Background: an optimization exercise with open tools, aiming at small area, a short achievable clock period and few clock cycles per item. Do not read the settings as production practice. At most, simulation tests tie the RTL to the original design; equivalence was not proved. Function not checked in run 5: the RTL went through the layout flow alone.

==> design/flow/design.v <==
module vrm_alu (
    input  wire        clk,
    input  wire        rst,         
    input  wire        in_valid,
    output wire        in_ready,
    input  wire [2:0]  op,          
    input  wire [39:0] tmp,         
    input  wire [39:0] mem,         
    output reg         out_valid,
    output reg  [39:0] res,         
    output reg  [1:0]  status,      
    output reg  [1:0]  cmp          
);
    localparam OP_AD = 3'd0;
    localparam OP_SB = 3'd1;
    localparam OP_ML = 3'd2;
    localparam OP_MD = 3'd3;
    localparam OP_DV = 3'd4;
    localparam OP_CP = 3'd5;
    localparam ST_OK     = 2'd0;
    localparam ST_OVF    = 2'd1;
    localparam ST_NONNUM = 2'd2;
    localparam C_EQUAL = 2'd0;
    localparam C_LESS  = 2'd1;
    localparam C_MORE  = 2'd2;
    function is_digit(input [7:0] ch);
        is_digit = ~ch[7] & ~ch[6] & ch[5] & ch[4] & (~ch[3] | (~ch[2] & ~ch[1]));
    endfunction
    function ge24(input [23:0] a, input [23:0] b);
        integer i, n;
        reg [31:0] l, e;
        begin
            l = 32'd0;
            e = {32{1'b1}};
            for (i = 0; i < 24; i = i + 1) begin
                l[i] = ~a[i] & b[i];
                e[i] = ~(a[i] ^ b[i]);
            end
            for (n = 32; n > 1; n = n / 2) begin
                for (i = 0; i < n / 2; i = i + 1) begin
                    l[i] = l[2*i+1] | (e[2*i+1] & l[2*i]);
                    e[i] = e[2*i+1] & e[2*i];
                end
            end
            ge24 = ~l[0];
        end
    endfunction
    function [1:0] cmp40(input [39:0] a, input [39:0] b);
        integer i, n;
        reg [63:0] l, e;
        begin
            l = 64'd0;
            e = {64{1'b1}};
            for (i = 0; i < 40; i = i + 1) begin
                l[i] = ~a[i] & b[i];
                e[i] = ~(a[i] ^ b[i]);
            end
            for (n = 64; n > 1; n = n / 2) begin
                for (i = 0; i < n / 2; i = i + 1) begin
                    l[i] = l[2*i+1] | (e[2*i+1] & l[2*i]);
                    e[i] = e[2*i+1] & e[2*i];
                end
            end
            cmp40 = {l[0], e[0]};
        end
    endfunction
    function [19:0] lo_nibs(input [39:0] w);
        lo_nibs = {w[35:32], w[27:24], w[19:16], w[11:8], w[3:0]};
    endfunction
    function [19:0] hi_nibs(input [39:0] w);
        hi_nibs = {w[39:36], w[31:28], w[23:20], w[15:12], w[7:4]};
    endfunction
    function [39:0] weave(input [19:0] h, input [19:0] n);
        weave = {h[19:16], n[19:16], h[15:12], n[15:12], h[11:8], n[11:8],
                 h[7:4], n[7:4], h[3:0], n[3:0]};
    endfunction
    function [39:0] ascii(input [19:0] n);
        ascii = weave(20'h33333, n);
    endfunction
    function [2:0] lzd(input [19:0] n);
        lzd = (n[19:16] != 0) ? 3'd0 :
              (n[15:12] != 0) ? 3'd1 :
              (n[11:8]  != 0) ? 3'd2 :
              (n[7:4]   != 0) ? 3'd3 :
              (n[3:0]   != 0) ? 3'd4 : 3'd5;
    endfunction
    function [19:0] dshl(input [19:0] n, input [2:0] k);
        case (k)
            3'd0: dshl = n;
            3'd1: dshl = {n[15:0], 4'd0};
            3'd2: dshl = {n[11:0], 8'd0};
            3'd3: dshl = {n[7:0], 12'd0};
            default: dshl = {n[3:0], 16'd0};
        endcase
    endfunction
    localparam S_IDLE = 2'd0;
    localparam S_A    = 2'd1;    
    localparam S_B    = 2'd2;    
    localparam S_C    = 2'd3;    
    localparam K_TMP  = 2'd0;    
    localparam K_ZERO = 2'd1;    
    localparam K_ADD  = 2'd2;    
    reg [1:0]  state;
    reg        v1;               
    reg [1:0]  kind;
    reg        sub_r;            
    reg [1:0]  st_r;
    reg [1:0]  cmp_r;
    reg        is_dv;
    reg        swap;             
    reg        first;
    reg        ovf;
    reg [2:0]  pos;              
    reg [19:0] q;                
    reg [19:0] x;                
    reg [19:0] th;               
    wire [19:0] an = lo_nibs(tmp);
    wire [19:0] bn = lo_nibs(mem);
    wire a_num = is_digit(tmp[39:32]) & is_digit(tmp[31:24]) & is_digit(tmp[23:16]) &
                 is_digit(tmp[15:8])  & is_digit(tmp[7:0]);
    wire b_num = is_digit(mem[39:32]) & is_digit(mem[31:24]) & is_digit(mem[23:16]) &
                 is_digit(mem[15:8])  & is_digit(mem[7:0]);
    wire both_num = a_num & b_num;
    wire b_zero = (mem == 40'h3030303030);
    wire [1:0] le = cmp40(tmp, mem);
    wire eq = le[0];
    wire lt = le[1];
    wire [1:0] cmp_in = eq ? C_EQUAL : lt ? C_LESS : C_MORE;
    wire [2:0] lza = lzd(an);
    wire [2:0] lzb = lzd(bn);
    reg        ml_big;
    reg  [2:0] kdiv;             
    reg  [2:0] nbm1;             
    reg  [2:0] nam1;             
    always @(*) begin
        ml_big = 1'b0;
        case ({lza, lzb})
            6'o00, 6'o01, 6'o02, 6'o03, 6'o10, 6'o11, 6'o12, 6'o20, 6'o21, 6'o30:
                ml_big = 1'b1;
            default: ml_big = 1'b0;
        endcase
        case ({lza, lzb})
            6'o01, 6'o12, 6'o23, 6'o34: kdiv = 3'd1;
            6'o02, 6'o13, 6'o24:        kdiv = 3'd2;
            6'o03, 6'o14:               kdiv = 3'd3;
            6'o04:                      kdiv = 3'd4;
            default:                    kdiv = 3'd0;
        endcase
        case (lzb)
            3'd0: nbm1 = 3'd4;
            3'd1: nbm1 = 3'd3;
            3'd2: nbm1 = 3'd2;
            3'd3: nbm1 = 3'd1;
            default: nbm1 = 3'd0;
        endcase
        case (lza)
            3'd0: nam1 = 3'd4;
            3'd1: nam1 = 3'd3;
            3'd2: nam1 = 3'd2;
            3'd3: nam1 = 3'd1;
            default: nam1 = 3'd0;
        endcase
    end
    wire       ml_zero = (lza == 3'd5) | (lzb == 3'd5);
    wire       is_divop = (op == OP_DV) | (op == OP_MD);
    reg        go_iter;
    reg [1:0]  kind_in;
    reg [1:0]  st_in;
    always @(*) begin
        go_iter = 1'b0;
        kind_in = K_TMP;
        st_in   = ST_OK;
        if (op == OP_CP) begin
            kind_in = K_TMP;
        end else if (is_divop && b_zero) begin
            st_in = ST_OVF;
        end else if (!both_num) begin
            st_in = ST_NONNUM;
        end else if (op == OP_AD || op == OP_SB) begin
            kind_in = K_ADD;
        end else if (op == OP_ML) begin
            if (ml_big)       st_in = ST_OVF;
            else if (ml_zero) kind_in = K_ZERO;
            else              go_iter = 1'b1;
        end else begin
            if (lt) kind_in = (op == OP_DV) ? K_ZERO : K_TMP;
            else    go_iter = 1'b1;
        end
    end
    wire        ml_it = (op == OP_ML) & both_num & ~ml_big & ~ml_zero;
    wire [19:0] x_in  = (op == OP_ML) ? (swap_in ? bn : an) : is_divop ? dshl(bn, kdiv) : bn;
    wire [19:0] q_in  = ml_it ? 20'd0 : an;
    wire        swap_in = (lza > lzb);
    wire [19:0] th_in = ml_it ? (swap_in ? an : bn) : hi_nibs(tmp);
    wire [2:0]  pos_in = (op == OP_ML) ? (swap_in ? nam1 : nbm1) : kdiv;
    wire        iter = (state != S_IDLE);
    wire        is_mul = ~sub_r;
    wire [23:0] x1  = {4'd0, x};
    wire [23:0] x2, x4, x8;
    vrm_bcd_dbl u_d2 (.x(x1), .y(x2));
    vrm_bcd_dbl u_d4 (.x(x2), .y(x4));
    vrm_bcd_dbl u_d8 (.x(x4), .y(x8));
    wire [23:0] ea  = (state == S_A) ? x8 : x2;
    wire [23:0] eb  = (state == S_A) ? x4 : x1;      
    wire [20:0] ua, ub;
    vrm_bcd_as u_ua (.p(q), .e(ea), .sub(sub_r), .r(ua));
    vrm_bcd_as u_ub (.p(q), .e(eb), .sub(sub_r), .r(ub));
    wire [3:0]  dig = (pos == 3'd0) ? th[3:0]   : (pos == 3'd1) ? th[7:4] :
                      (pos == 3'd2) ? th[11:8]  : (pos == 3'd3) ? th[15:12] : th[19:16];
    wire        ta  = (state == S_C) ? 1'b0 :
                      sub_r ? ~ua[20] : ((state == S_A) ? dig[3] : dig[1]);
    wire        tb  = sub_r ? ~ub[20] :
                      ((state == S_A) ? dig[2] : (state == S_B) ? dig[0] : 1'b1);
    wire [19:0] sel = ta ? ua[19:0] : tb ? ub[19:0] : q;
    wire        sel_ovf = is_mul & ((ta & ua[20]) | (~ta & tb & ub[20]));
    wire        need_c = (state == S_B) & ta & (sub_r | dig[0]);
    wire        q_lt_x  = ~ge24({4'd0, q}, x1);
    wire        a_end   = (state == S_A) & (sub_r ? q_lt_x : ~(dig[1] | dig[0]));
    wire        pos_end = (state == S_C) | ((state == S_B) & ~need_c) | a_end;
    wire [3:0]  dig_nx = (pos == 3'd1) ? th[3:0]  : (pos == 3'd2) ? th[7:4] :
                         (pos == 3'd3) ? th[11:8] : th[15:12];
    wire        nx_b   = ~sub_r & ~(dig_nx[3] | dig_nx[2]);
    wire        done    = pos_end & (pos == 3'd0);
    wire [19:0] qd_old = first ? 20'd0 : lo_nibs(res);
    wire [19:0] qd_new = (state == S_A) ? {qd_old[15:0], ta, ~ta & tb, 2'b00} :
                         (state == S_B) ? {qd_old[19:2], ta, ~ta & tb} :
                                          {qd_old[19:1], tb};
    wire        ovf_all = ovf | sel_ovf | (pos_end & (pos != 3'd0) & (sel[19:16] != 4'd0));
    assign in_ready = (state == S_IDLE) |
                      ((pos == 3'd0) & ((state == S_C) |
                                        ((state == S_B) & ~sub_r & ~(dig[1] & dig[0])) |
                                        ((state == S_A) & ~sub_r & ~(dig[1] | dig[0]))));
    wire accept = in_valid & in_ready;
    reg [39:0] res1;
    reg [1:0]  st1;
    always @(*) begin
        case (kind)
            K_ZERO: begin res1 = ascii(20'd0); st1 = ST_OK; end
            K_ADD: begin
                res1 = ub[20] ? weave(th, q) : ascii(ub[19:0]);
                st1  = ub[20] ? ST_OVF : ST_OK;
            end
            default: begin res1 = weave(th, q); st1 = st_r; end
        endcase
    end
    wire        md_last = ~is_dv & (pos == 3'd0);
    wire [39:0] res_it = sub_r ? ascii(md_last ? sel : qd_new) :
                         ovf_all ? ascii(swap ? th : x) : ascii(sel);
    wire [1:0]  st_it  = (!sub_r & ovf_all) ? ST_OVF : ST_OK;
    always @(posedge clk) begin
        res    <= iter ? res_it : res1;
        status <= iter ? st_it  : st1;
        cmp    <= cmp_r;
        if (in_ready) begin
            q     <= q_in;
            x     <= x_in;
            th    <= th_in;
            pos   <= pos_in;
            kind  <= kind_in;
            st_r  <= st_in;
            cmp_r <= cmp_in;
            sub_r <= (op != OP_AD) & (op != OP_ML);
            is_dv <= (op == OP_DV);
            swap  <= swap_in;
            first <= 1'b1;
            ovf   <= 1'b0;
        end else begin
            first <= 1'b0;
            ovf   <= ovf_all;
            q     <= (pos_end & ~sub_r) ? {sel[15:0], 4'd0} : sel;
            if (pos_end) begin
                pos <= pos - 3'd1;
                if (sub_r) x <= {4'd0, x[19:4]};
            end
        end
        if (rst) begin
            state     <= S_IDLE;
            v1        <= 1'b0;
            out_valid <= 1'b0;
        end else begin
            out_valid <= v1 | (iter & done);
            v1        <= accept & ~go_iter;
            if (accept)
                state <= go_iter ? S_A : S_IDLE;
            else if (!iter | done)
                state <= S_IDLE;
            else if (pos_end)
                state <= nx_b ? S_B : S_A;
            else
                state <= (state == S_A) ? S_B : S_C;
        end
    end
endmodule
module vrm_bcd_dbl (
    input  wire [23:0] x,
    output wire [23:0] y
);
    wire [5:0] co;
    genvar i;
    generate
        for (i = 0; i < 6; i = i + 1) begin : g
            wire d3 = x[i*4+3], d2 = x[i*4+2], d1 = x[i*4+1], d0 = x[i*4];
            wire m2 = (d2 & ~d1 & ~d0) | (d3 & d0);
            wire m1 = (~d2 & d1) | (d2 & d1 & d0) | (d3 & ~d0);
            wire m0 = (~d3 & ~d2 & d0) | (d2 & d1 & ~d0) | (d3 & ~d0);
            assign co[i] = d3 | (d2 & (d1 | d0));
            if (i == 0) begin : z
                assign y[3:0] = {m2, m1, m0, 1'b0};
            end else begin : nz
                assign y[i*4 +: 4] = {m2, m1, m0, co[i-1]};
            end
        end
    endgenerate
endmodule
module vrm_bcd_as (
    input  wire [19:0] p,
    input  wire [23:0] e,
    input  wire        sub,
    output wire [20:0] r
);
    wire [4:0] gg, pp;           
    wire [5:0] c;                
    genvar i;
    generate
        for (i = 0; i < 5; i = i + 1) begin : g_d
            wire [3:0] ed = e[i*4 +: 4];
            wire [3:0] ea = {ed[3] ^ (ed[2] | ed[1]), ~(ed[2] ^ ed[1]), ~ed[1], ed[0]};
            wire [3:0] ee = sub ? ~ed : ea;
            wire [3:0] pd = p[i*4 +: 4];
            wire [3:0] gb = pd & ee;
            wire [3:0] tb = pd ^ ee;
            wire k1 = gb[0];
            wire k2 = gb[1] | (tb[1] & gb[0]);
            wire k3 = gb[2] | (tb[2] & gb[1]) | (tb[2] & tb[1] & gb[0]);
            wire j1 = gb[0] | tb[0];
            wire j2 = gb[1] | (tb[1] & j1);
            wire j3 = gb[2] | (tb[2] & gb[1]) | (tb[2] & tb[1] & j1);
            wire [3:0] s0 = tb ^ {k3, k2, k1, 1'b0};
            wire [3:0] s1 = tb ^ {j3, j2, j1, 1'b1};
            assign gg[i] = gb[3] | (tb[3] & k3);
            assign pp[i] = &tb;
            wire [3:0] s = c[i] ? s1 : s0;
            assign r[i*4 +: 4] = c[i+1] ? s : {~(s[3] ^ (s[2] & s[1])), s[2] ^ s[1], ~s[1], s[0]};
        end
    endgenerate
    assign c[0] = sub;
    assign c[1] = gg[0] | (pp[0] & c[0]);
    assign c[2] = gg[1] | (pp[1] & gg[0]) | (pp[1] & pp[0] & c[0]);
    assign c[3] = gg[2] | (pp[2] & gg[1]) | (pp[2] & pp[1] & gg[0]) | (pp[2] & pp[1] & pp[0] & c[0]);
    assign c[4] = gg[3] | (pp[3] & c[3]);
    assign c[5] = gg[4] | (pp[4] & gg[3]) | (pp[4] & pp[3] & c[3]);
    assign r[20] = (sub ? ~c[5] : c[5]) | (|e[23:20]);
endmodule
==> design/flow/flow/run.sh <==
#!/bin/bash
set -euo pipefail
bash standard.sh SETUP_SLACK_MARGIN=6 MATCH_CELL_FOOTPRINT=0 "BUFFER_PORTS_ARGS=-buffer_cell sky130_fd_sc_hd__buf_2" finish > standard_make.log 2>&1
==> design/flow/standard.sh <==
#!/bin/bash
# synth_recipe.tcl (not shown) runs the flow's synth.tcl, then flattens the netlist and writes it again
# the make line also repeats each setting of config.mk as NAME=value (left out here)
make -C /OpenROAD-flow-scripts/flow DESIGN_CONFIG=/design/flow/config.mk WORK_HOME=/design/flow/orfs CLKGATE_MAP_FILE= SYNTH_SCRIPT=/design/flow/synth_recipe.tcl "${@:-finish}"
==> design/flow/config.mk <==
export PLATFORM = sky130hd
export DESIGN_NAME = vrm_alu
export DESIGN_NICKNAME = vrm_alu
export VERILOG_FILES = /design/flow/design.v
export SDC_FILE = /design/flow/constraint.sdc
export NUM_CORES = 4
export LEC_CHECK = 0
export ABC_AREA = 1
export CAP_MARGIN = 20
export CORE_MARGIN = 2
export CORE_UTILIZATION = 40
export SLEW_MARGIN = 20
==> design/flow/constraint.sdc <==
create_clock -name core_clock -period 12.0 [get_ports {clk}]
set_input_delay 2.4000 -clock core_clock [delete_from_list [all_inputs] [get_ports {clk}]]
set_output_delay 2.4000 -clock core_clock [all_outputs]
set_load 0.01 [all_outputs]
==> results of run 1 <==
[kinds of logic (layout without fill, tap and decap cells)]
| logic type | count (synthesis) | in the layout | synth area share |
|---|---|---|---|
| fa+ha+maj | 150 | 150 | 0.137 |
| compound gates | 599 | 599 | 0.248 |
| mux | 2 | 2 | 0.00158 |
| simple gates | 865 | 867 | 0.260 |
| xor+xnor | 63 | 63 | 0.0388 |
| flops | 122 | 122 | 0.211 |
| buf+inv | 369 | 524 | 0.103 |
[stage by stage]
| stage | instances | hold WS, ns | setup WS [ns] | instance area (um2) |
|---|---|---|---|---|
| floorplan | 2170 | 0.323 | 6.41 | 14200 |
| global placement | 2697 | 0.331 | 5.45 | 15200 |
| detailed placement | 2697 | 0.331 | 5.24 | 15200 |
| CTS | 2748 | 0.344 | 6.00 | 16000 |
| global route | 2788 | 0.356 | 5.88 | 16800 |
| finish | 2788 | 0.342 | 6.24 | 16800 |
[cell usage after synthesis, types with 20 or more instances]
| master | number |
|---|---|
| sky130_fd_sc_hd__a31oi_1 | 37 |
| sky130_fd_sc_hd__nor2_1 | 147 |
| sky130_fd_sc_hd__nand3_1 | 102 |
| sky130_fd_sc_hd__clkbuf_1 | 60 |
| sky130_fd_sc_hd__a21oi_1 | 128 |
| sky130_fd_sc_hd__ha_1 | 140 |
| sky130_fd_sc_hd__o22ai_1 | 25 |
| sky130_fd_sc_hd__nor3_1 | 20 |
| sky130_fd_sc_hd__dfxtp_1 | 66 |
| sky130_fd_sc_hd__inv_1 | 272 |
| sky130_fd_sc_hd__nand4_1 | 24 |
| sky130_fd_sc_hd__xor2_1 | 44 |
| sky130_fd_sc_hd__nand2_1 | 504 |
| sky130_fd_sc_hd__o21ai_0 | 250 |
| sky130_fd_sc_hd__edfxtp_1 | 56 |
| sky130_fd_sc_hd__o211ai_1 | 54 |
[path summary, 6_finish.rpt]
check                           depth (start not counted)  slack [ns]      from  endpoint
worst max-delay path                                   38        6.24      x[8]   res[24]
worst min-delay path                                    0        0.34  cmp_r[0]    cmp[0]
worst max register to register                         38        6.24      x[8]   res[24]
worst min register to register                          0        0.34  cmp_r[0]    cmp[0]
[layer usage]
metal | global-route usage | routed length (um)
met5 | 0 | 0
met2 | 0.518 | 27600
met4 | 0.125 | 2550
met3 | 0.0436 | 5460
met1 | 0.446 | 26000
[critical path, delay by kind of cell, from the launching register on]
| kind | cells | cell delay, ns |
|---|---|---|
| DFF | 1 | 0.44 |
| and+or+nand+nor | 18 | 1.88 |
| buffers and inverters | 6 | 0.64 |
| xor gates and xnor gates | 1 | 0.16 |
| AOI/OAI and AO/OA | 9 | 1.43 |
| adders and majority gates | 4 | 1.08 |
[repair_timing]
action,CTS,global route
pin swaps,2,46
endpoints found under the setup margin,62,54
setup buffers,19,38
resized for setup,34,109
cloned,0,2
[area by class of cell]
| type | instances | area [um2] | share of cell area |
|---|---|---|---|
| Clock buffer | 23 | 500 | 0.0298 |
| Multi-Input combinational cell | 1681 | 10300 | 0.615 |
| Timing Repair Buffer | 205 | 1230 | 0.0732 |
| Tap cell | 461 | 577 | 0.0343 |
| Sequential cell | 122 | 3000 | 0.179 |
| Clock inverter | 9 | 62.6 | 0.00373 |
| Inverter | 287 | 1100 | 0.0656 |
[cell usage in the layout, fill, tap and decap left out, drive strengths merged, types with 25 or more instances in the layout]
| cell | instances |
|---|---|
| edfxtp | 56 |
| nand2 | 528 |
| o211ai | 54 |
| o21ai | 268 |
| a31oi | 37 |
| o22ai | 25 |
| buf | 205 |
| dfxtp | 66 |
| xor2 | 44 |
| nor2 | 160 |
| a21oi | 136 |
| ha | 140 |
| inv | 284 |
| nand3 | 109 |
| nand4 | 25 |
[registers in the layout, summed over array words and instances, names as in the netlist, 2 cells and up]
| register | count |
|---|---|
| q | 20 |
| pos | 3 |
| th | 20 |
| state | 2 |
| x | 20 |
| status | 2 |
| cmp | 2 |
| st_r | 2 |
| res | 40 |
| cmp_r | 2 |
| kind | 2 |
==> metrics.log, run 1 <==
[metrics] instance count of the mapped netlist: ~2200
[metrics] Die Area: ~37000 um2
[metrics] starting DRC count in detailed routing: around 1700
[metrics] sort of element at the start of the critical path: flip-flop
[metrics] max capacitance violation total: 0
[metrics] setup clock skew after layout: ~0.01 ns
[metrics] hold violation total from the final report: 0
[metrics] via count of the first global-routing pass: 15000
[metrics] Worst Setup Path Type: flip-flop to flip-flop
[metrics] final design utilization: 0.476
[metrics] all-layer global routing usage: 0.326
[metrics] wire length of the first global-routing pass: roughly 90000 um
[metrics] Fin Setup TNS: 0 ns
[metrics] number of levels the H-tree was split into: 4
[metrics] Crit path top cell by count: sky130_fd_sc_hd__nand2_1
[metrics] # diodes: 0
[metrics] number of antenna violations at the first check in global routing: 0
[metrics] fmax: 0.174 GHz
[metrics] Worst Hold Class: flip-flop to flip-flop
[metrics] latest clock arrival within the worst-skew pair: 0.43 ns
[metrics] Detailed Routing Iterations Pass 1: 6
[metrics] layout cell share with drive strength beyond 1: 0.177
[metrics] CP Max Fanout: 6
[metrics] run status: no timing/DRC/antenna violations
[metrics] Core Rows: between 60 and 70
[metrics] EDFF count, synth: between 50 and 60
[metrics] total number of vias: about 16000
[metrics] total gr overflow: 0
[metrics] Buffers on Ports: approximately 130
[metrics] sequential cell area fraction in the yosys report: 0.211
[metrics] Filler Cell Count: ~3700
[metrics] Post-route DRC: 0
[metrics] Critical Path Sink Type: flip-flop
[metrics] slowest cell on the critical path: sky130_fd_sc_hd__edfxtp_1
[metrics] top cell type by total area after synthesis: sky130_fd_sc_hd__nand2_1
[metrics] vertical extent of the die: 193 um
[metrics] post-detailed-route via-to-cell ratio: between 5 and 6
[metrics] setup repair after global routing missed its margin: yes
[metrics] Synth cell types: 66
[metrics] final cycle utilization of the critical path: 0.480
[metrics] fin. max-slew vios: 0
[metrics] initial core utilization: 0.403
[metrics] Yosys Warn Count: 1
[metrics] Die W: about 190 um
[metrics] number of clock buffers inserted by TritonCTS: 17
[metrics] async set-or-reset flop fraction in the synthesized netlist: 0
[metrics] number of nets in the final layout: 2550
[metrics] transition at the pin with the smallest max-transition slack: between 1 and 1.5 ns
[metrics] drt wl/cell: 22.1 um
[metrics] data arrival time of the critical path: around 6.1 ns
[metrics] post-synthesis cell area: approximately 14000 um2
[metrics] cells taking the most area after synthesis: sky130_fd_sc_hd__nand2_1 13%, sky130_fd_sc_hd__ha_1 12%, sky130_fd_sc_hd__edfxtp_1 12%
[metrics] required time worst endpoint: ~12 ns
[metrics] antenna-violating nets left: 0
[metrics] area share of the largest cell type after synthesis: 0.133
[metrics] number of nets in the synthesized netlist: approximately 2400
[metrics] CTS clock-pin slew for the worst setup and hold paths: ~0.06 ns
[metrics] count of clock tree sinks: 122
[metrics] final setup fails: 0
[metrics] CTS Hold Bufs: 0
[metrics] ys flop type: sky130_fd_sc_hd__dfxtp_1
[metrics] synthesis-to-finish area growth: 18.0%
[metrics] max-slew headroom at the worst pin: 0.179
[metrics] core area: between 30000 and 40000 um2
[metrics] io pins: between 100 and 150
[metrics] routability congestion estimate: 0.964
[metrics] buffers from clock root to sink, at most: 2
[metrics] maximum cell stage delay along the critical path: between 0.4 and 0.5 ns
[metrics] TritonCTS clock tree: built
[metrics] CTS root buf: sky130_fd_sc_hd__clkbuf_16
[metrics] drt total wl: 61700 um
[metrics] Mean Syn Cell Area: ~6.6 um2
[metrics] maximum number of pins on one net before global-route repair: 67
[metrics] final period demand of the worst path: between 5 and 6 ns
[metrics] estimated wirelength of the detail-placed design: between 40000 and 50000 um
[metrics] number of synthesized register bits: around 120
Testbench counts, summed over its fixed seeds: cycles 8,499, ops 4,800.
==> inputs of run 2 (changes only) <==
==> design/flow/flow/run.sh (replaced) <==
#!/bin/bash
set -euo pipefail
bash standard.sh SETUP_SLACK_MARGIN=6 "BUFFER_PORTS_ARGS=-buffer_cell sky130_fd_sc_hd__buf_2" finish > standard_make.log 2>&1
--- a/design/flow/config.mk
+++ b/design/flow/config.mk
@@ -9,4 +9,5 @@
 export CAP_MARGIN = 20
 export CORE_MARGIN = 2
 export CORE_UTILIZATION = 40
+export CTS_BUF_LIST = sky130_fd_sc_hd__clkbuf_8
 export SLEW_MARGIN = 20
==> run 2 against run 1 <==
Compared with the run above:
- flip-flop and latch count did not move
- cell area fell by 1.3%
- still clean
- global-route usage fell by 0.050 points
- setup slack got worse by 0.079 ns
- non-clock buffer count fell by 2
- utilization fell by 0.60 points
- first-iteration DRC count fell by 3.6%
==> metrics.log, run 2 <==
[metrics] run status: no timing/DRC/antenna violations
[metrics] number of levels the H-tree was split into: 4
[metrics] multi-input logic area: around 10000 um2
[metrics] synthesis-to-finish area growth: 16.5%
[metrics] count of clock tree sinks: roughly 120
[metrics] post-synthesis cell area: between 10000 and 15000 um2
[metrics] instance count of the mapped netlist: ~2200
[metrics] slowest cell on the critical path: sky130_fd_sc_hd__edfxtp_1
[metrics] ys flop type: sky130_fd_sc_hd__dfxtp_1
[metrics] CTS Hold Bufs: 0
[metrics] Filler Cell Count: roughly 3700
[metrics] post-placement worst setup slack: ~5.2 ns
[metrics] Die Area: 37100 um2
[metrics] via count of the first global-routing pass: roughly 15000
[metrics] final cycle utilization of the critical path: 0.486
[metrics] Worst Hold Class: flip-flop to flip-flop
[metrics] number of nets in the synthesized netlist: between 2000 and 2500
[metrics] Core Rows: 69
[metrics] maximum cell stage delay along the critical path: ~0.43 ns
[metrics] max-slew headroom at the worst pin: 0.183
[metrics] total number of vias: 16300
[metrics] Post-route DRC: 0
[metrics] Critical Path Sink Type: flip-flop
[metrics] Crit path top cell by count: sky130_fd_sc_hd__nand2_1
[metrics] post-synthesis share of cell area spent on xor and xnor gates: 0.0388
[metrics] data arrival time of the critical path: slightly above 6 ns
[metrics] antenna-violating nets left: 0
[metrics] final setup fails: 0
[metrics] Synth cell types: 66
[metrics] sequential cell area fraction in the yosys report: 0.211
[metrics] adder-cell share of the synthesized area: 0.137
[metrics] mux share of post-synthesis cell area: 0.00158
[metrics] area share of the largest cell type after synthesis: 0.133
[metrics] drt total wl: around 60000 um
[metrics] combined flip-flop and latch cell area: 3000 um2
[metrics] main combinational cell family by area after synthesis: simple AND/OR/NAND/NOR gates
[metrics] EDFF count, synth: 56
[metrics] max FFs per register: 40
[metrics] number of clock buffers inserted by TritonCTS: 17
[metrics] sort of element at the start of the critical path: flip-flop
[metrics] CP Max Fanout: 12
[metrics] required time worst endpoint: 12.33 ns
[metrics] drt wl/cell: 22.1 um
[metrics] setup repair after global routing missed its margin: yes
[metrics] post-detailed-route via-to-cell ratio: 5.85
[metrics] setup clock skew after layout: 0.0150 ns
[metrics] Yosys Warn Count: 1
[metrics] top cell type by total area after synthesis: sky130_fd_sc_hd__nand2_1
[metrics] maximum number of pins on one net before global-route repair: 67
[metrics] layout cell share with drive strength beyond 1: 0.174
[metrics] number of nets in the final layout: around 2500
[metrics] uppermost routed layer: met4
[metrics] latest clock arrival within the worst-skew pair: approximately 0.47 ns
[metrics] M1 WL: about 26000 um
[metrics] post-route worst setup slack: just over 6 ns
[metrics] Fin Setup TNS: 0 ns
[metrics] cell family with most CP delay: simple AND/OR/NAND/NOR gates
[metrics] number of synthesized register bits: 122
[metrics] max capacitance violation total: 0
[metrics] fmax: roughly 0.17 GHz
[metrics] wire length of the first global-routing pass: 90300 um
[metrics] total buffers and inverters traversed by the critical path: 5
[metrics] buffers from clock root to sink, at most: 2
[metrics] Non-Filler Cell Area, Final: about 17000 um2
[metrics] Worst Setup Path Type: flip-flop to flip-flop
[metrics] Detailed Routing Iterations Pass 1: 7
[metrics] # diodes: 0
[metrics] most frequent standard cell in the layout excluding fill and tap cells: sky130_fd_sc_hd__nand2_1
[metrics] core area: about 35000 um2
[metrics] Top reg by flops: res
[metrics] TritonCTS clock tree: built
[metrics] compound-gate portion of the synthesized area: 0.248
[metrics] Post-Place Cell Area: approximately 15000 um2
[metrics] routability congestion estimate: between 0.9 and 1
[metrics] met2 routed wirelength: ~28000 um
[metrics] simple-gate share of the synthesized area: 0.260
[metrics] transition at the pin with the smallest max-transition slack: between 1 and 1.5 ns
[metrics] Buffers on Ports: about 130
[metrics] io pins: about 130
[metrics] total gr overflow: 0
[metrics] estimated wirelength of the detail-placed design: approximately 48000 um
[metrics] CTS clock-pin slew for the worst setup and hold paths: roughly 0.080 ns
[metrics] hold violation total from the final report: 0
[metrics] vertical extent of the die: a little under 200 um
[metrics] wire length on met3: between 5000 and 6000 um
[metrics] number of antenna violations at the first check in global routing: 0
[metrics] list of most frequent post-synthesis cells: 504 x sky130_fd_sc_hd__nand2_1, 272 x sky130_fd_sc_hd__inv_1, 250 x sky130_fd_sc_hd__o21ai_0
[metrics] all-layer global routing usage: 0.325
[metrics] fin. max-slew vios: 0
[metrics] starting DRC count in detailed routing: about 1700
[metrics] top-count cell post-synth: sky130_fd_sc_hd__nand2_1
[metrics] Die W: 193 um
[metrics] cells taking the most area after synthesis: sky130_fd_sc_hd__nand2_1 13%, sky130_fd_sc_hd__ha_1 12%, sky130_fd_sc_hd__edfxtp_1 12%
[metrics] initial core utilization: 0.403
[metrics] CTS root buf: sky130_fd_sc_hd__clkbuf_8
[metrics] final period demand of the worst path: between 5 and 6 ns
[metrics] Mean Syn Cell Area: ~6.6 um2
[metrics] async set-or-reset flop fraction in the synthesized netlist: 0
[metrics] commonest non-fill, non-tap cells in the layout: 481 x sky130_fd_sc_hd__nand2_1, 269 x sky130_fd_sc_hd__inv_1, 232 x sky130_fd_sc_hd__o21ai_0
run 2: worst paths after layout:
path / startpoint / to / slack (ns) / cells past startpoint
setup / recovery: x[6] / res[35] / 6.16 / 39
hold reg to reg: cmp_r[0] / cmp[0] / 0.35 / 0
setup reg to reg: x[6] / res[35] / 6.16 / 39
hold / removal: cmp_r[0] / cmp[0] / 0.35 / 0
run 2: timing repair:
item                       CTS  global route
pin swaps                    2            40
setup buffers               20            35
cloned                       0             1
gates resized for setup     36           105
setup endpoints to repair   62            55
hold endpoints to repair     0             0
run 2: layout make-up:
type                            instances  share of cell area
Clock buffer                           18              0.0149
Clock inverter                         14             0.00807
Inverter                              287              0.0663
Multi-Input combinational cell       1680               0.620
Sequential cell                       122               0.181
Tap cell                              461              0.0348
Timing Repair Buffer                  203              0.0752
run 2: per-stage QoR:
| stage | util | std cells | hold slack, ns |
|---|---|---|---|
| detailed placement | 0.431 | 2697 | 0.331 |
| floorplan | - | 2170 | 0.323 |
| global route | 0.470 | 2785 | 0.359 |
| finish | 0.470 | 2785 | 0.345 |
| CTS | 0.450 | 2749 | 0.347 |
| global placement | 0.431 | 2697 | 0.331 |
run 2: per-layer routing:
metal	vias up	global-route usage
li1	7701	-
met5	-	0
met2	787	0.516
met4	0	0.131
met3	159	0.0564
met1	7659	0.436
run 2: worst reg2reg max path: cells and delay by family (launching register included):
kind	cells	cell delay, ns
compound gates	8	1.31
xor+xnor	1	0.19
fa+ha+maj	4	1.15
buf+inv	5	0.55
flops	1	0.43
simple gates	21	2.04
run 2: cells by family after synthesis:
| group | after synthesis |
|---|---|
| compound gates | 599 |
| simple gates | 865 |
| mux | 2 |
| fa+ha+maj | 150 |
| flops | 122 |
| buf+inv | 369 |
| xor+xnor | 63 |
==> inputs of run 3 (changes only) <==
--- a/design/flow/config.mk
+++ b/design/flow/config.mk
@@ -9,5 +9,4 @@
 export CAP_MARGIN = 20
 export CORE_MARGIN = 2
 export CORE_UTILIZATION = 40
-export CTS_BUF_LIST = sky130_fd_sc_hd__clkbuf_8
 export SLEW_MARGIN = 20
==> run 3 against run 2 <==
Compared with the run above:
- still clean
- worst hold slack worse by 0.0038 ns
- fmax grew 1.4%
==> metrics.log, run 3 <==
[metrics] all-layer global routing usage: 0.326
[metrics] commonest non-fill, non-tap cells in the layout: 489 x sky130_fd_sc_hd__nand2_1, 262 x sky130_fd_sc_hd__inv_1, 233 x sky130_fd_sc_hd__o21ai_0
[metrics] setup clock skew after layout: approximately 0.010 ns
[metrics] Die Area: 37100 um2
[metrics] required time worst endpoint: roughly 12 ns
[metrics] Die W: between 150 and 200 um
[metrics] latest clock arrival within the worst-skew pair: 0.43 ns
[metrics] cells taking the most area after synthesis: sky130_fd_sc_hd__nand2_1 13%, sky130_fd_sc_hd__ha_1 12%, sky130_fd_sc_hd__edfxtp_1 12%
[metrics] drt total wl: between 60000 and 70000 um
[metrics] combined flip-flop and latch cell area: ~3000 um2
[metrics] max-slew headroom at the worst pin: 0.179
[metrics] via count of the first global-routing pass: 15000
[metrics] TritonCTS clock tree: built
[metrics] total number of vias: 16500
[metrics] slowest cell on the critical path: sky130_fd_sc_hd__edfxtp_1
[metrics] Synth cell types: 66
[metrics] io pins: 132
[metrics] area share of the largest cell type after synthesis: 0.133
[metrics] number of standard cells in the layout, taps in and fillers out: between 2000 and 3000
[metrics] number of levels the H-tree was split into: 4
[metrics] number of nets in the synthesized netlist: 2406
[metrics] post-synthesis cell area: 14200 um2
[metrics] number of clock buffers inserted by TritonCTS: 17
[metrics] Top reg by flops: res
[metrics] layout cell share with drive strength beyond 1: 0.177
[metrics] estimated wirelength of the detail-placed design: around 48000 um
[metrics] instance count of the mapped netlist: between 2000 and 2500
[metrics] most frequent standard cell in the layout excluding fill and tap cells: sky130_fd_sc_hd__nand2_1
[metrics] fmax: approximately 0.17 GHz
[metrics] max FFs per register: 40
[metrics] CTS clock-pin slew for the worst setup and hold paths: 0.06 ns
[metrics] ys flop type: sky130_fd_sc_hd__dfxtp_1
[metrics] Buffers on Ports: 131
[metrics] Critical Path Sink Type: flip-flop
[metrics] vertical extent of the die: 193 um
[metrics] number of synthesized register bits: between 100 and 150
[metrics] sequential cell area fraction in the yosys report: 0.211
[metrics] Detailed Routing Iterations Pass 1: 6
[metrics] final cycle utilization of the critical path: 0.480
[metrics] synthesis-to-finish area growth: 18.0%
[metrics] final setup fails: 0
[metrics] number of nets in the final layout: roughly 2600
[metrics] buffers from clock root to sink, at most: 2
[metrics] Core Rows: 69
[metrics] multi-input logic area: 10300 um2
[metrics] transition at the pin with the smallest max-transition slack: ~1.2 ns
[metrics] Filler Cell Count: 3682
[metrics] top cell type by total area after synthesis: sky130_fd_sc_hd__nand2_1
[metrics] drt wl/cell: about 22 um
[metrics] Crit path top cell by count: sky130_fd_sc_hd__nand2_1
[metrics] total placed cells including tap cells: about 2700
[metrics] Worst Setup Path Type: flip-flop to flip-flop
[metrics] Fin Setup TNS: 0 ns
[metrics] Mean Syn Cell Area: about 6.6 um2
[metrics] maximum cell stage delay along the critical path: between 0.4 and 0.5 ns
[metrics] number of antenna violations at the first check in global routing: 0
[metrics] Yosys Warn Count: 1
[metrics] initial core utilization: 0.403
[metrics] count of clock tree sinks: 122
[metrics] setup repair after global routing missed its margin: yes
[metrics] list of most frequent post-synthesis cells: 504 x sky130_fd_sc_hd__nand2_1, 272 x sky130_fd_sc_hd__inv_1, 250 x sky130_fd_sc_hd__o21ai_0
[metrics] async set-or-reset flop fraction in the synthesized netlist: 0
[metrics] wire length of the first global-routing pass: 90500 um
[metrics] post-detailed-route via-to-cell ratio: a little under 6
[metrics] total gr overflow: 0
[metrics] CTS Hold Bufs: 0
[metrics] final period demand of the worst path: about 5.8 ns
[metrics] CP Max Fanout: 6
[metrics] routability congestion estimate: between 0.9 and 1
[metrics] starting DRC count in detailed routing: roughly 1700
[metrics] CTS root buf: sky130_fd_sc_hd__clkbuf_16
[metrics] Worst Hold Class: flip-flop to flip-flop
[metrics] run status: no timing/DRC/antenna violations
[metrics] data arrival time of the critical path: 6.08 ns
[metrics] slack of the worst reg-to-reg path: 6.24 ns
[metrics] hold violation total from the final report: 0
[metrics] core area: between 30000 and 40000 um2
[metrics] max capacitance violation total: 0
[metrics] # diodes: 0
[metrics] fin. max-slew vios: 0
[metrics] Post-route DRC: 0
[metrics] top-count cell post-synth: sky130_fd_sc_hd__nand2_1
[metrics] antenna-violating nets left: 0
[metrics] EDFF count, synth: between 50 and 60
[metrics] sort of element at the start of the critical path: flip-flop
[metrics] maximum number of pins on one net before global-route repair: 67
[run 3: cell counts after synthesis]
No cell type changed its count.
[run 3: repair_timing]
item | 4_1_cts | 5_1_grt
setup buffers | 19 | 38
resized for setup | 34 | 109
gates cloned | 0 | 2
hold endpoints to repair | 0 | 0
pin swaps | 2 | 46
setup endpoints to repair | 62 | 54
[run 3: critical path: cells and delay by family (launching register included)]
| kind | cells | cell delay, ns |
|---|---|---|
| xor+xnor | 1 | 0.16 |
| flops | 1 | 0.44 |
| simple gates | 18 | 1.88 |
| compound gates | 9 | 1.43 |
| buf+inv | 6 | 0.64 |
| fa+ha+maj | 4 | 1.08 |
[run 3: cells by family after synthesis]
logic type	Yosys count	share of synthesized area
compound gates	599	0.248
mux	2	0.00158
flops	122	0.211
xor+xnor	63	0.0388
buf+inv	369	0.103
fa+ha+maj	150	0.137
simple gates	865	0.260
[run 3: final cells by class]
type | count | area share
clock buffers | 23 | 0.0298
clock inverters | 9 | 0.00373
inverters | 287 | 0.0656
multi-input cells | 1681 | 0.615
flip-flops and latches | 122 | 0.179
well taps | 461 | 0.0343
repair buffers | 205 | 0.0732
[run 3: final timing paths]
| check | from | to | cells past startpoint |
|---|---|---|---|
| worst max-delay path | x[8] | res[24] | 38 |
| worst min-delay path | cmp_r[0] | cmp[0] | 0 |
| worst max register to register | x[8] | res[24] | 38 |
| worst min register to register | cmp_r[0] | cmp[0] | 0 |
[run 3: per-stage QoR]
stage          worst slack, ns  hold WS [ns]  area (um2)  utilization
2_1_floorplan             6.41         0.323       14200            -
3_3_place_gp              5.45         0.331       15200        0.431
3_5_place_dp              5.24         0.331       15200        0.431
4_1_cts                   6.00         0.344       16000        0.454
5_1_grt                   5.88         0.356       16800        0.476
6_report                  6.24         0.342       16800        0.476
[run 3: metal layers]
metal	vias to the layer above	track usage	part of all wire
met5	-	0	0
met4	0	0.125	0.041
met3	164	0.0436	0.089
met2	868	0.518	0.45
met1	7713	0.446	0.42
li1	7715	-	-
==> inputs of run 4 (changes only) <==
==> design/flow/flow/run.sh (replaced) <==
#!/bin/bash
set -euo pipefail
bash standard.sh SETUP_SLACK_MARGIN=6.5 "BUFFER_PORTS_ARGS=-buffer_cell sky130_fd_sc_hd__buf_2" finish > standard_make.log 2>&1
==> run 4 against run 3 <==
Compared with the run above:
- area after synthesis unchanged
- flip-flop and latch count did not move
- largest cell class unchanged
==> metrics.log, run 4 <==
[metrics] simple-gate share of the synthesized area: 0.260
[metrics] mux share of post-synthesis cell area: 0.00158
[metrics] sort of element at the start of the critical path: flip-flop
[metrics] max capacitance violation total: 0
[metrics] endpoint of the worst setup timing path: res[32]
[metrics] max FFs per register: 40
[metrics] Die Area: roughly 37000 um2
[metrics] post-detailed-route via-to-cell ratio: ~5.9
[metrics] post-synthesis share of cell area spent on xor and xnor gates: 0.0388
[metrics] number of clock buffers inserted by TritonCTS: 17
[metrics] all-layer global routing usage: 0.327
[metrics] fmax: ~0.18 GHz
[metrics] core area: around 35000 um2
[metrics] final setup fails: 0
[metrics] vertical extent of the die: 193 um
[metrics] top cell type by total area after synthesis: sky130_fd_sc_hd__nand2_1
[metrics] combined flip-flop and latch cell area: between 3000 and 4000 um2
[metrics] synthesis-to-finish area growth: 22.7%
[metrics] data arrival time of the critical path: 5.89 ns
[metrics] worst hold margin: roughly 0.35 ns
[metrics] ys flop type: sky130_fd_sc_hd__dfxtp_1
[metrics] estimated wirelength of the detail-placed design: 47100 um
[metrics] latest clock arrival within the worst-skew pair: roughly 0.42 ns
[metrics] Core Rows: 69
[metrics] final cycle utilization of the critical path: 0.466
[metrics] total placed cells including tap cells: between 2000 and 3000
[metrics] Yosys Warn Count: 1
[metrics] list of most frequent post-synthesis cells: 504 x sky130_fd_sc_hd__nand2_1, 272 x sky130_fd_sc_hd__inv_1, 250 x sky130_fd_sc_hd__o21ai_0
[metrics] setup repair after global routing missed its margin: yes
[metrics] CTS Hold Bufs: 0
[metrics] most frequent standard cell in the layout excluding fill and tap cells: sky130_fd_sc_hd__nand2_1
[metrics] starting DRC count in detailed routing: approximately 1600
[metrics] Post-route DRC: 0
[metrics] FF-to-FF Start: x[9]
[metrics] number of antenna violations at the first check in global routing: 3
[metrics] transition at the pin with the smallest max-transition slack: about 0.97 ns
[metrics] Detailed Routing Iterations Pass 1: 5
[metrics] wire length of the first global-routing pass: a little over 90000 um
[metrics] Buffers on Ports: 131
[metrics] Worst Hold Class: flip-flop to flip-flop
[metrics] post-synthesis cell area: 14200 um2
[metrics] adder-cell share of the synthesized area: 0.137
[metrics] drt wl/cell: 22.0 um
[metrics] count of clock tree sinks: roughly 120
[metrics] via count of the first global-routing pass: around 15000
[metrics] initial core utilization: 0.403
[metrics] slack of the worst reg-to-reg path: between 6 and 7 ns
[metrics] Mean Syn Cell Area: about 6.6 um2
[metrics] Fin Setup TNS: 0 ns
[metrics] Crit path top cell by count: sky130_fd_sc_hd__nand2_1
[metrics] hold violation total from the final report: 0
[metrics] Filler Cell Count: about 3600
[metrics] number of levels the H-tree was split into: 4
[metrics] io pins: between 100 and 150
[metrics] fin. max-slew vios: 0
[metrics] total gr overflow: 0
[metrics] TritonCTS clock tree: built
[metrics] sequential cell area fraction in the yosys report: 0.211
[metrics] slowest cell on the critical path: sky130_fd_sc_hd__edfxtp_1
[metrics] cells taking the most area after synthesis: sky130_fd_sc_hd__nand2_1 13%, sky130_fd_sc_hd__ha_1 12%, sky130_fd_sc_hd__edfxtp_1 12%
[metrics] CP Launch Point: x[9]
[metrics] antenna-violating nets left: 0
[metrics] Top reg by flops: res
[metrics] async set-or-reset flop fraction in the synthesized netlist: 0
[metrics] multi-input logic area: 10700 um2
[metrics] number of nets in the final layout: between 2000 and 3000
[metrics] maximum number of pins on one net before global-route repair: about 70
[metrics] setup clock skew after layout: 0.00946 ns
[metrics] CP Max Fanout: 6
[metrics] routability congestion estimate: 0.997
[metrics] Synth cell types: between 60 and 70
[metrics] max-slew headroom at the worst pin: 0.355
[metrics] number of standard cells in the layout, taps in and fillers out: 2815
[metrics] number of synthesized register bits: roughly 120
[metrics] main combinational cell family by area after synthesis: simple AND/OR/NAND/NOR gates
[metrics] CTS root buf: sky130_fd_sc_hd__clkbuf_16
[metrics] buffers from clock root to sink, at most: 2
[metrics] Die W: 193 um
[metrics] CTS clock-pin slew for the worst setup and hold paths: about 0.060 ns
[metrics] compound-gate portion of the synthesized area: 0.248
[metrics] maximum cell stage delay along the critical path: ~0.47 ns
[metrics] Critical Path Sink Type: flip-flop
[metrics] run status: no timing/DRC/antenna violations
[metrics] instance count of the mapped netlist: 2170
[metrics] drt total wl: 62000 um
[metrics] layout cell share with drive strength beyond 1: 0.215
[metrics] R2R Path End: res[32]
[metrics] EDFF count, synth: between 50 and 60
[metrics] number of cell instances on the worst register-to-register path: 32
[metrics] total number of vias: about 17000
[metrics] final design utilization: 0.495
[metrics] commonest non-fill, non-tap cells in the layout: 471 x sky130_fd_sc_hd__nand2_1, 251 x sky130_fd_sc_hd__inv_1, 221 x sky130_fd_sc_hd__o21ai_0
[metrics] Worst Setup Path Type: flip-flop to flip-flop
[metrics] number of nets in the synthesized netlist: around 2400
[metrics] final period demand of the worst path: roughly 5.6 ns
[metrics] required time worst endpoint: 12.30 ns
[metrics] area share of the largest cell type after synthesis: 0.133
[metrics] top-count cell post-synth: sky130_fd_sc_hd__nand2_1
## run 4: changes by cell type in the layout (fill, tap and decap cells not counted), sizes merged
cell,change
clkinv,-4
clkbuf,-1
bufinv,+2
buf,+22
clkinvlp,+4
nand2,+1
inv,+1
diode,+2
## run 4: worst min-delay path by stage
| stage | start | to | slack (ns) | cells past startpoint |
|---|---|---|---|---|
| 2_1_floorplan | cmp_r[0] | cmp[0] | 0.32 | 0 |
| 3_3_place_gp | cmp_r[0] | cmp[0] | 0.33 | 0 |
| 3_5_place_dp | cmp_r[0] | cmp[0] | 0.34 | 0 |
| 6_report | cmp_r[0] | cmp[0] | 0.35 | 0 |
| 5_1_grt | cmp_r[0] | cmp[0] | 0.36 | 0 |
| 4_1_cts | cmp_r[0] | cmp[0] | 0.35 | 0 |
## run 4: layer usage
metal | wire length, um | global-route usage
met3 | 5560 | 0.0496
met4 | 2880 | 0.143
met2 | 27900 | 0.522
met5 | 0 | 0
met1 | 25700 | 0.437
## run 4: cells by family after synthesis
kind of cell | count (synthesis)
and+or+nand+nor | 865
AOI/OAI and AO/OA | 599
buffers and inverters | 369
adders and majority gates | 150
DFF | 122
xor gates and xnor gates | 63
muxes | 2
## run 4: area by class of cell
| class | instances | area share |
|---|---|---|
| multi-input cells | 1682 | 0.614 |
| flip-flops and latches | 122 | 0.172 |
| repair buffers | 227 | 0.0822 |
| inverters | 287 | 0.0633 |
| well taps | 461 | 0.0330 |
| clock buffers | 22 | 0.0272 |
| clock inverters | 10 | 0.00673 |
| repair inverters | 2 | 0.00107 |
| diodes | 2 | 0.000287 |
## run 4: timing repair
item,in CTS,in global routing
resized for setup,117,136
pin swaps,51,87
gates cloned,4,1
buffers inserted,45,35
setup endpoints to repair,66,72
## run 4: worst max-delay path, delay by kind of cell, from the launching register on
family | cells | cell delay (ns)
AOI/OAI and AO/OA | 10 | 1.87
xor gates and xnor gates | 1 | 0.19
DFF | 1 | 0.47
and+or+nand+nor | 12 | 1.15
adders and majority gates | 3 | 1.05
buffers and inverters | 6 | 0.72
## run 4: stage by stage
stage | area (um2) | setup WS, ns
finish | 17500 | 6.40
global route | 17500 | 6.16
CTS | 16600 | 6.39
detailed placement | 15200 | 5.01
global placement | 15200 | 4.97
floorplan | 14200 | 6.54
==> inputs of run 5 (changes only) <==
--- a/design/flow/design.v
+++ b/design/flow/design.v
@@ -329,17 +329,13 @@
             wire [3:0] pd = p[i*4 +: 4];
             wire [3:0] gb = pd & ee;
             wire [3:0] tb = pd ^ ee;
-            wire k1 = gb[0];
-            wire k2 = gb[1] | (tb[1] & gb[0]);
             wire k3 = gb[2] | (tb[2] & gb[1]) | (tb[2] & tb[1] & gb[0]);
-            wire j1 = gb[0] | tb[0];
-            wire j2 = gb[1] | (tb[1] & j1);
-            wire j3 = gb[2] | (tb[2] & gb[1]) | (tb[2] & tb[1] & j1);
-            wire [3:0] s0 = tb ^ {k3, k2, k1, 1'b0};
-            wire [3:0] s1 = tb ^ {j3, j2, j1, 1'b1};
             assign gg[i] = gb[3] | (tb[3] & k3);
             assign pp[i] = &tb;
-            wire [3:0] s = c[i] ? s1 : s0;
+            wire j1 = gb[0] | (tb[0] & c[i]);
+            wire j2 = gb[1] | (tb[1] & j1);
+            wire j3 = gb[2] | (tb[2] & j2);
+            wire [3:0] s = tb ^ {j3, j2, j1, c[i]};
             assign r[i*4 +: 4] = c[i+1] ? s : {~(s[3] ^ (s[2] & s[1])), s[2] ^ s[1], ~s[1], s[0]};
         end
     endgenerate
==> design/flow/flow/run.sh (replaced) <==
#!/bin/bash
set -euo pipefail
bash standard.sh SETUP_SLACK_MARGIN=6 "BUFFER_PORTS_ARGS=-buffer_cell sky130_fd_sc_hd__buf_2" finish > standard_make.log 2>&1
==> run 5 against run 4 <==
Compared with the run above:
- sequential share of layout area up 0.72 points
- non-clock buffer count fell by 8
- count of clock-buffer cells in the layout decreased by 3
- die area decreased by 1.8%
- first-iteration DRC count rose by 15%
- cell count fell by 1.8%
- worst hold slack worse by 0.0057 ns
- fmax fell by 11%
- flip-flop and latch count unchanged
- critical path type unchanged
- critical endpoint unchanged
- highest routed layer unchanged
==> metrics.log, run 5 <==
[metrics] io pins: ~130
[metrics] vertical extent of the die: approximately 190 um
[metrics] data arrival time of the critical path: about 6.5 ns
[metrics] number of clock buffers inserted by TritonCTS: 17
[metrics] fmax: 0.159 GHz
[metrics] # diodes: 0
[metrics] worst hold margin: between 0.3 and 0.4 ns
[metrics] multi-input logic area: slightly above 10000 um2
[metrics] required time worst endpoint: around 12 ns
[metrics] ys flop type: sky130_fd_sc_hd__dfxtp_1
[metrics] slowest cell on the critical path: sky130_fd_sc_hd__fa_1
[metrics] Top reg by flops: res
[metrics] async set-or-reset flop fraction in the synthesized netlist: 0
[metrics] EDFF count, synth: 56
[metrics] sort of element at the start of the critical path: flip-flop
[metrics] max capacitance violation total: 0
[metrics] max-slew headroom at the worst pin: 0.287
[metrics] routability congestion estimate: between 0.9 and 1
[metrics] Buffers on Ports: ~130
[metrics] Fin Setup TNS: 0 ns
[metrics] cells taking the most area after synthesis: sky130_fd_sc_hd__nand2_1 13%, sky130_fd_sc_hd__edfxtp_1 12%, sky130_fd_sc_hd__ha_1 12%
[metrics] hold violation total from the final report: 0
[metrics] commonest non-fill, non-tap cells in the layout: 467 x sky130_fd_sc_hd__nand2_1, 248 x sky130_fd_sc_hd__inv_1, 215 x sky130_fd_sc_hd__o21ai_0
[metrics] TritonCTS clock tree: built
[metrics] number of synthesized register bits: roughly 120
[metrics] core area: roughly 34000 um2
[metrics] top cell type by total area after synthesis: sky130_fd_sc_hd__nand2_1
[metrics] Die W: around 190 um
[metrics] drt wl/cell: 21.1 um
[metrics] latest clock arrival within the worst-skew pair: between 0.4 and 0.5 ns
[metrics] Mean Syn Cell Area: between 6 and 7 um2
[metrics] CTS root buf: sky130_fd_sc_hd__clkbuf_16
[metrics] number of nets in the synthesized netlist: between 2000 and 2500
[metrics] run status: no timing/DRC/antenna violations
[metrics] all-layer global routing usage: 0.316
[metrics] area share of the largest cell type after synthesis: 0.133
[metrics] total placed cells including tap cells: ~2700
[metrics] final design utilization: 0.486
[metrics] list of most frequent post-synthesis cells: 495 x sky130_fd_sc_hd__nand2_1, 269 x sky130_fd_sc_hd__inv_1, 241 x sky130_fd_sc_hd__o21ai_0
[metrics] Worst Hold Class: flip-flop to flip-flop
[metrics] number of antenna violations at the first check in global routing: 1
[metrics] wire length of the first global-routing pass: approximately 87000 um
[metrics] combined flip-flop and latch cell area: between 3000 and 4000 um2
[metrics] setup repair after global routing missed its margin: yes
[metrics] Yosys Warn Count: 1
[metrics] Filler Cell Count: 3501
[metrics] antenna-violating nets left: 0
[metrics] setup clock skew after layout: between 0.01 and 0.015 ns
[metrics] buffers from clock root to sink, at most: 2
[metrics] estimated wirelength of the detail-placed design: 44200 um
[metrics] count of clock tree sinks: between 100 and 150
[metrics] total number of vias: around 16000
[metrics] CP Max Fanout: 7
[metrics] number of nets in the final layout: 2541
[metrics] post-synthesis cell area: 14000 um2
[metrics] Post-route DRC: 0
[metrics] Core Rows: just under 70
[metrics] CTS Hold Bufs: 0
[metrics] max FFs per register: 40
[metrics] transition at the pin with the smallest max-transition slack: 1.06 ns
[metrics] maximum number of pins on one net before global-route repair: 79
[metrics] starting DRC count in detailed routing: 1875
[metrics] instance count of the mapped netlist: around 2100
[metrics] Worst Setup Path Type: flip-flop to flip-flop
[metrics] Die Area: between 30000 and 40000 um2
[metrics] number of standard cells in the layout, taps in and fillers out: between 2000 and 3000
[metrics] sequential cell area fraction in the yosys report: 0.215
[metrics] number of levels the H-tree was split into: 4
[metrics] total gr overflow: 0
[metrics] fin. max-slew vios: 0
[metrics] Crit path top cell by count: sky130_fd_sc_hd__nand2_2
[metrics] maximum cell stage delay along the critical path: between 0.5 and 0.6 ns
[metrics] layout cell share with drive strength beyond 1: 0.184
[metrics] final period demand of the worst path: 6.30 ns
[metrics] drt total wl: 58200 um
[metrics] post-detailed-route via-to-cell ratio: roughly 5.8
[metrics] Synth cell types: 60
[metrics] most frequent standard cell in the layout excluding fill and tap cells: sky130_fd_sc_hd__nand2_1
[metrics] Critical Path Sink Type: flip-flop
[metrics] via count of the first global-routing pass: about 15000
[metrics] synthesis-to-finish area growth: 20.0%
[metrics] Detailed Routing Iterations Pass 1: 6
[metrics] final cycle utilization of the critical path: 0.525
[metrics] CTS clock-pin slew for the worst setup and hold paths: 0.06 ns
[metrics] initial core utilization: 0.405
[metrics] top-count cell post-synth: sky130_fd_sc_hd__nand2_1
[metrics] final setup fails: 0
[run 5: changes by cell type in the layout (fill, tap and decap cells not counted), sizes merged, moves of 13 or more]
cell and delta:
a31oi -19, fa +18, nand2 -24, nor2 +34, o21ai -13, xor2 -15
[run 5: worst max-delay path: cells and delay by family, from the launching register on]
family | cells | cell delay (ns)
simple gates | 23 | 2.04
flops | 1 | 0.46
compound gates | 5 | 0.76
xor+xnor | 2 | 0.28
fa+ha+maj | 6 | 1.76
buf+inv | 8 | 0.72
[run 5: layer usage]
metal	wire, um	track usage	share of wire	vias to the layer above
met4	3130	0.148	0.054	0
li1	-	-	-	7559
met5	0	0	0	-
met1	23700	0.417	0.41	7452
met2	26400	0.514	0.45	789
met3	4930	0.0386	0.085	150
[run 5: area by class of cell]
class                           count  share of cell area
Clock buffer                       19              0.0284
Inverter                          289              0.0662
Timing Repair inverter              2            0.000971
Sequential cell                   122               0.179
Timing Repair Buffer              219              0.0807
Clock inverter                     13             0.00829
Multi-Input combinational cell   1645               0.602
Tap cell                          455              0.0340
[run 5: worst paths after layout]
kind,from,endpoint,slack [ns],cells after the start
hold / removal,cmp_r[0],cmp[0],0.34,0
setup / recovery,x[0],res[32],5.70,44
setup reg to reg,x[0],res[32],5.70,44
hold reg to reg,cmp_r[0],cmp[0],0.34,0
[run 5: cells by family (layout without fill, tap and decap cells)]
| kind of cell | Yosys count | in the layout | synth area share |
|---|---|---|---|
| compound gates | 563 | 563 | 0.234 |
| xor+xnor | 50 | 50 | 0.0314 |
| fa+ha+maj | 159 | 159 | 0.157 |
| buf+inv | 366 | 542 | 0.102 |
| flops | 122 | 122 | 0.215 |
| mux | 3 | 3 | 0.00233 |
| simple gates | 868 | 870 | 0.257 |
[run 5: metrics by stage]
step	cell area (um2)	worst slack, ns
after floorplan	14000	6.10
after global placement	15000	5.05
after detailed placement	15000	4.86
after CTS	16400	5.97
after global routing	16800	5.36
final	16800	5.70
[run 5: what timing repair did]
action / in CTS / in global routing
setup endpoints to repair: 62 / 59
buffers inserted: 56 / 19
pin swaps: 39 / 51
gates resized for setup: 100 / 83
cloned: 3 / 1

[static timing again, ports no longer ideal]
The results above use ideal ports. As a check the final layouts listed here were re-extracted and re-timed, cells and wires unchanged.
Step 1 (the two cells are an assumption about what drives the block):
set clk [get_ports {clk}]
set_driving_cell -lib_cell sky130_fd_sc_hd__clkbuf_16 $clk
set_driving_cell -lib_cell sky130_fd_sc_hd__buf_2 [delete_from_list [all_inputs] $clk]
Step 2 moves the port delays by t, midway between the first and last clock arrival at a register: inputs arrive t later, outputs are due t later. That takes back most of the time a late clock gives input paths.
Slacks: ideal / step 1 / step 2; pairs: ideal / step 1.
run	t (ns)	slack for setup (ns)	worst setup path at the end	cell pins on the clock port's net
run 1	0.474	6.242 / 6.242 / 5.950	input to register	1
run 2	0.508	6.164 / 6.164 / 5.957	input to register	1
run 3	0.474	6.242 / 6.242 / 5.950	input to register	1
run 4	0.463	6.404 / 6.404 / 6.325	input to register	1
run 5	0.470	5.701 / 5.701 / 5.701	register to register	1
After both steps every run listed still meets setup and hold.
